Context: an optimization exercise on an open-source flow, tuned for small area, a short achievable clock period and few clock cycles. The choices shown serve that exercise and are no tape-out recipe.
Only simulation tests tie the RTL to the original design; equivalence was not proved.
No activity file was given, so power comes from the tool's default toggle rates.

==> inputs of job 3458 <==
Design qr_frontend, start of the top module:
module qr_frontend (
    input  wire       clk,
    input  wire       rst,
    input  wire       start,
    input  wire [5:0] version,
    output wire       busy,
    output wire       grid_re,
    output wire [7:0] grid_row,
    output wire [7:0] grid_col,
    input  wire       grid_bit,
    output reg        fmt_valid,
    output reg  [1:0] fmt_level,
    output reg  [2:0] fmt_mask,
    output reg  [4:0] fmt_fidx,
    output reg  [4:0] fmt_fdist,
    output reg        cw_valid,
    output reg  [7:0] cw_data
);
==> flow/config.mk <==
export PLATFORM = sky130hd
export DESIGN_NAME = qr_frontend
export DESIGN_NICKNAME = qr_frontend
export VERILOG_FILES = /design/flow/design.v
export SDC_FILE = /design/flow/constraint.sdc
export NUM_CORES = 4
export LEC_CHECK = 0
export CAP_MARGIN = 90
export CORE_MARGIN = 2
export CORE_UTILIZATION = 55
export PLACE_DENSITY = 0.7
export SLEW_MARGIN = 90
==> flow/constraint.sdc <==
create_clock -name core_clock -period 11.0 [get_ports {clk}]
set_input_delay 2.2000 -clock core_clock [delete_from_list [all_inputs] [get_ports {clk}]]
set_output_delay 2.2000 -clock core_clock [all_outputs]
set_load 0.01 [all_outputs]
standard.sh (not shown) runs the stock make flow with config.mk's settings and CLKGATE_MAP_FILE= SYNTH_SCRIPT=/design/flow/synth_recipe.tcl, a recipe that flattens the netlist after the stock synthesis.
==> flow/flow/run.sh <==
#!/bin/bash
set -euo pipefail
export BUFFER_PORTS_ARGS="-buffer_cell sky130_fd_sc_hd__buf_2"
bash standard.sh > standard_flow.log 2>&1
==> job 3417 (differences from job 3458) <==
--- a/flow/design.v
+++ b/flow/design.v
@@ -144,15 +144,14 @@
   reg  [14:0] A;          
   reg  [3:0]  ndis;       
   reg  [3:0]  s12;        
   reg         s2v, s3v, s4v;
   reg  [4:0]  bidx;       
   reg  [3:0]  best;
-  reg  [6:0]  sh;         
-  wire [2:0]  q1   = sh[2:0];
-  wire [2:0]  q2   = sh[5:3];
+  wire [2:0]  q1   = cw_data[2:0];
+  wire [2:0]  q2   = cw_data[5:3];
   wire [2:0]  q3   = nbits;
   wire [14:0] fdelta;
   qr_fcw_rom u_fcw (.idx(fk), .fdelta(fdelta));
   wire [14:0] fx  = A & (H ^ 15'h5412);
   wire [2:0]  pc1 = fx[0] + fx[1] + fx[2] + fx[3] + fx[4];
   wire [2:0]  pc2 = fx[5] + fx[6] + fx[7] + fx[8] + fx[9];
@@ -162,13 +161,13 @@
   wire [2:0]  mask = bidx[2:0] ^ 3'b101;
   reg  [7:0] sr;          
   reg  [7:0] cR;          
   wire [2:0] pp = A[9:7];          
   wire [3:0] mh = A[3:0];          
   wire [2:0] c6 = A[6:4];          
-  wire [2:0] gj = A[13:11];   
+  reg  [2:0] gj;          
   wire [3:0] rb = H[3:0];          
   wire [4:0] m = H[8:4];           
   wire       ml1 = H[9];         
   wire       ml2 = H[10];         
   wire [1:0] r3 = H[12:11];          
   reg        up;          
@@ -332,15 +331,14 @@
     cw_valid  <= 1'b0;
     gbq <= grid_bit ^ mpq;
     mpq <= st_scan && re && mp;
     rv1 <= st_scan && re;
     rv2 <= rv1;
     sm1 <= sm1_w;
-    cw_data <= {sh, gbq};    
     if (rv2) begin
-      sh      <= {sh[5:0], gbq};
+      cw_data <= {cw_data[6:0], gbq};
       nbits   <= nbits + 3'd1;
       if (nbits == 3'd7)
         cw_valid <= 1'b1;
     end
     case (state)
       S_IDLE: begin
@@ -360,27 +358,28 @@
       end
       S_FMT: begin
         fk <= fk + 5'd1;
         if (fk <= 5'd5)
           vm3 <= vm3n;
         if (fk <= 5'd13) begin
-          g  <= 8'd8;
-          cR <= {ver4, 2'b00};                                
+          g <= 8'd8;
           if (fk == 5'd5) begin
             ro <= 8'd7;  sr <= 8'd7;
           end else if (fk == 5'd7) begin
             ro <= {ver2, 2'b10};  sr <= {ver2, 2'b10};        
           end else begin
             ro <= srn;  sr <= srn;
           end
-        end else begin
+        end else if (fk == 5'd14) begin
           ro <= 8'd8;
+          g  <= {ver4, 2'b00};                                
+          cR <= {ver4, 2'b00};
           sr <= {ver4, 2'b00};                                
-          if (fk == 5'd14) begin
-            g <= cR;  cR <= cR;                               
-          end else if (fk == 5'd22) begin
+        end else begin
+          ro <= 8'd8;
+          if (fk == 5'd22) begin
             g <= 8'd7;  cR <= 8'd7;
           end else if (fk == 5'd23) begin
             g <= 8'd5;  cR <= 8'd5;
           end else begin
             g <= cRm1;  cR <= cRm1;
           end
@@ -427,24 +426,24 @@
           state <= S_PRE;
       end
       S_SCAN: begin
         ro <= sr;
         if (go_left) begin
           g    <= cRm1;
-          A[13:11]   <= gj1;
+          gj   <= gj1;
           A[10] <= 1'b1;
           re   <= 1'b1;
         end else if (go_turn) begin
           up   <= !up;
           cR   <= cRn;
           A[9:7]   <= (pp == 3'd6) ? 3'd6 : ppn;
           A[3:0]   <= (mh == 4'd0) ? sm1 : mh - 4'd1;
           A[6:4]   <= c8 ? ((c6 >= 3'd3) ? c6 - 3'd3 : c6 + 3'd3)
                      : ((c6 >= 3'd2) ? c6 - 3'd2 : c6 + 3'd4);
           g    <= TN[1] ? cRn : cRnm1;
-          A[13:11]   <= TN[1] ? gjn : gjn1;
+          gj   <= TN[1] ? gjn : gjn1;
           A[10] <= !TN[1];
           re   <= TN[1] || TN[0];
           H[14]   <= TN[0];
           NX   <= {!nd_tr, !nd_tl};
           H[13]    <= 1'b0;
         end else begin
@@ -464,13 +463,13 @@
             H[9] <= ml2;
             H[10] <= (m == {sm2, 1'b1});
             H[12:11]  <= (r3 == 2'd2) ? 2'd0 : r3 + 2'd1;
             H[13]   <= (rb == 4'd1);
           end
           g    <= NX[1] ? cR : cRm1;
-          A[13:11]   <= NX[1] ? gj0 : gj1;
+          gj   <= NX[1] ? gj0 : gj1;
           A[10] <= !NX[1];
           re   <= NX[1] || NX[0];
           H[14]   <= NX[0];
           NX   <= {!nd_2r, !nd_2l};
           TN   <= {!nd_1r, !nd_1l};
         end
@@ -505,14 +504,14 @@
     endcase
     s2v <= st_srch;
     s3v <= s2v;
     s4v <= s3v && (t3 == 5'd31);
     s12 <= {1'b0, q1} + {1'b0, q2} + {1'b0, q3};
     if (st_srch) begin
-      sh[2:0] <= pc1;
-      sh[5:3] <= pc2;
+      cw_data[2:0] <= pc1;
+      cw_data[5:3] <= pc2;
       nbits        <= pc3;
     end
     if (take) begin
       best <= s12;
       bidx <= t3;
     end
==> flow/config.mk (replaced) <==
export PLATFORM = sky130hd
export DESIGN_NAME = qr_frontend
export DESIGN_NICKNAME = qr_frontend
export VERILOG_FILES = /design/flow/design.v
export SDC_FILE = /design/flow/constraint.sdc
export NUM_CORES = 4
export LEC_CHECK = 0
export CAP_MARGIN = 20
export CORE_MARGIN = 2
export CORE_UTILIZATION = 40
export PLACE_DENSITY = 0.6
export SLEW_MARGIN = 50
==> job 3202 (differences from job 3458) <==
==> flow/config.mk (replaced) <==
export PLATFORM = sky130hd
export DESIGN_NAME = qr_frontend
export DESIGN_NICKNAME = qr_frontend
export VERILOG_FILES = /design/flow/design.v
export SDC_FILE = /design/flow/constraint.sdc
export NUM_CORES = 4
export LEC_CHECK = 0
export CAP_MARGIN = 20
export CORE_MARGIN = 2
export CORE_UTILIZATION = 40
export PLACE_DENSITY = 0.6
export SLEW_MARGIN = 20
==> job 5569 (differences from job 3458) <==
--- a/flow/design.v
+++ b/flow/design.v
@@ -322,13 +322,13 @@
   wire [2:0] gj0   = jres(c6, 3'd0);
   wire [2:0] gj1   = jres(c6, 3'd1);
   wire [2:0] gjn   = c8 ? jres(c6, 3'd3) : jres(c6, 3'd2);
   wire [2:0] gjn1  = c8 ? jres(c6, 3'd4) : jres(c6, 3'd3);
   wire mp;
   qr_mask_pred u_mp (.m(mask), .i0(sr[0]), .i1(sr[1]), .i3(r3),
-                     .j0(g[0]), .j3(gj[1:0]), .jd(gj[2]), .p(mp));
+                     .j0(gj[0] ^ gj[2]), .j3(gj[1:0]), .jd(gj[2]), .p(mp));
   reg [2:0] nbits;        
   always @(posedge clk) begin
     fmt_valid <= 1'b0;
     cw_valid  <= 1'b0;
     gbq <= grid_bit ^ mpq;
     mpq <= st_scan && re && mp;
==> flow/config.mk (replaced) <==
export PLATFORM = sky130hd
export DESIGN_NAME = qr_frontend
export DESIGN_NICKNAME = qr_frontend
export VERILOG_FILES = /design/flow/design.v
export SDC_FILE = /design/flow/constraint.sdc
export NUM_CORES = 4
export LEC_CHECK = 0
export CAP_MARGIN = 40
export CORE_MARGIN = 2
export CORE_UTILIZATION = 55
export PLACE_DENSITY = 0.7
export SLEW_MARGIN = 65
==> comparison table <==
item                                                                   job 3417               job 3202                job 3458          job 5569
Run status                                     no timing/DRC/antenna violations  no timing/DRC/antenna violations  stopped before the end  no timing/DRC/antenna violations
Last stage reached                                                            -                      -      detailed placement                 -
Min-delay worst type                                                 reg -> reg             reg -> reg                       -        reg -> reg
Taps Inserted                                                               378                    378                       -               270
Multi-input gates                                                          1002                   1021                       -               997
Startpoint of the lowest-slack register-to-register path  state[1]$_SDFFE_PP0P_  state[1]$_SDFFE_PP0P_                       -  ver[3]$_DFFE_PP_
DR vias                                                                   10110                  10050                       -             10320
Xor and xnor area share after synthesis                                 0.06370                0.06218                 0.06218           0.06003
Vias in the first global route                                             9392                   9296                       -              9656
Syn avg cell area                                                     8.456 um2              8.386 um2               8.386 um2         8.537 um2
Simple logic cell fraction of the synthesized area                       0.1927                 0.1942                  0.1942            0.1917
Relative slew slack                                                      0.5248                 0.3259                       -            0.6638
Signal buf overhead                                                     0.03069                0.02939                       -           0.04904
Number of nets in the finished design                                      1411                   1424                       -              1434
WL met2                                                                16.02 mm               16.22 mm                       -          14.91 mm
Ratio of cells with drive above 1 in the final layout                    0.1030                0.08552                       -            0.1370
Layout Utilization                                                       0.4442                 0.4419                       -            0.6223
Proportion of cell area occupied by multi-input gates                    0.5527                 0.5511                       -            0.5543
Wire length on met3                                                    2.945 mm               2.779 mm                       -          3.256 mm
FF+latch area                                                          3725 um2               3764 um2                       -          3766 um2
Count of plain and timing-repair buffers in the layout                       66                     65                       -                98
Fraction of power consumed by combinational cells                         0.507                  0.513                       -             0.548
Testbench counts of job 3458, summed over its fixed seeds: cycles 1,399,588.
Testbench counts of job 3417, summed over its fixed seeds: cycles 1,399,588.
Testbench counts of job 3202, summed over its fixed seeds: cycles 1,399,588.
Testbench counts of job 5569, summed over its fixed seeds: cycles 1,399,588.

afterwards: timing with drivers on the ports:
No port has a modelled driver above. Below, the same layouts with a new extraction and two added sets of constraints.
Step 1 sets driving cells, clkbuf_16 on the clock port and buf_2 on the other inputs (assumed; they add their load-dependent delay and slew).
Step 2 also shifts input and output timing later by t, the mid clock arrival at the registers, as if the neighbouring blocks saw the same clock.
a / b / c = ideal / step 1 / step 2; a / b = the first two.
| run | t, ns | setup slack, ns | clock arrival spread, ns |
|---|---|---|---|
| job 3417 | 0.486 | 7.641 / 7.633 / 7.523 | 0.018 / 0.018 |
| job 3202 | 0.486 | 7.330 / 7.330 / 7.330 | 0.009 / 0.009 |
| job 5569 | 0.479 | 7.844 / 7.799 / 7.867 | 0.015 / 0.015 |
After both steps setup and hold are still met in every run listed. The setup slack of job 3417, which loses most, moves by -0.008 ns with the drivers and by -0.118 ns with both steps.
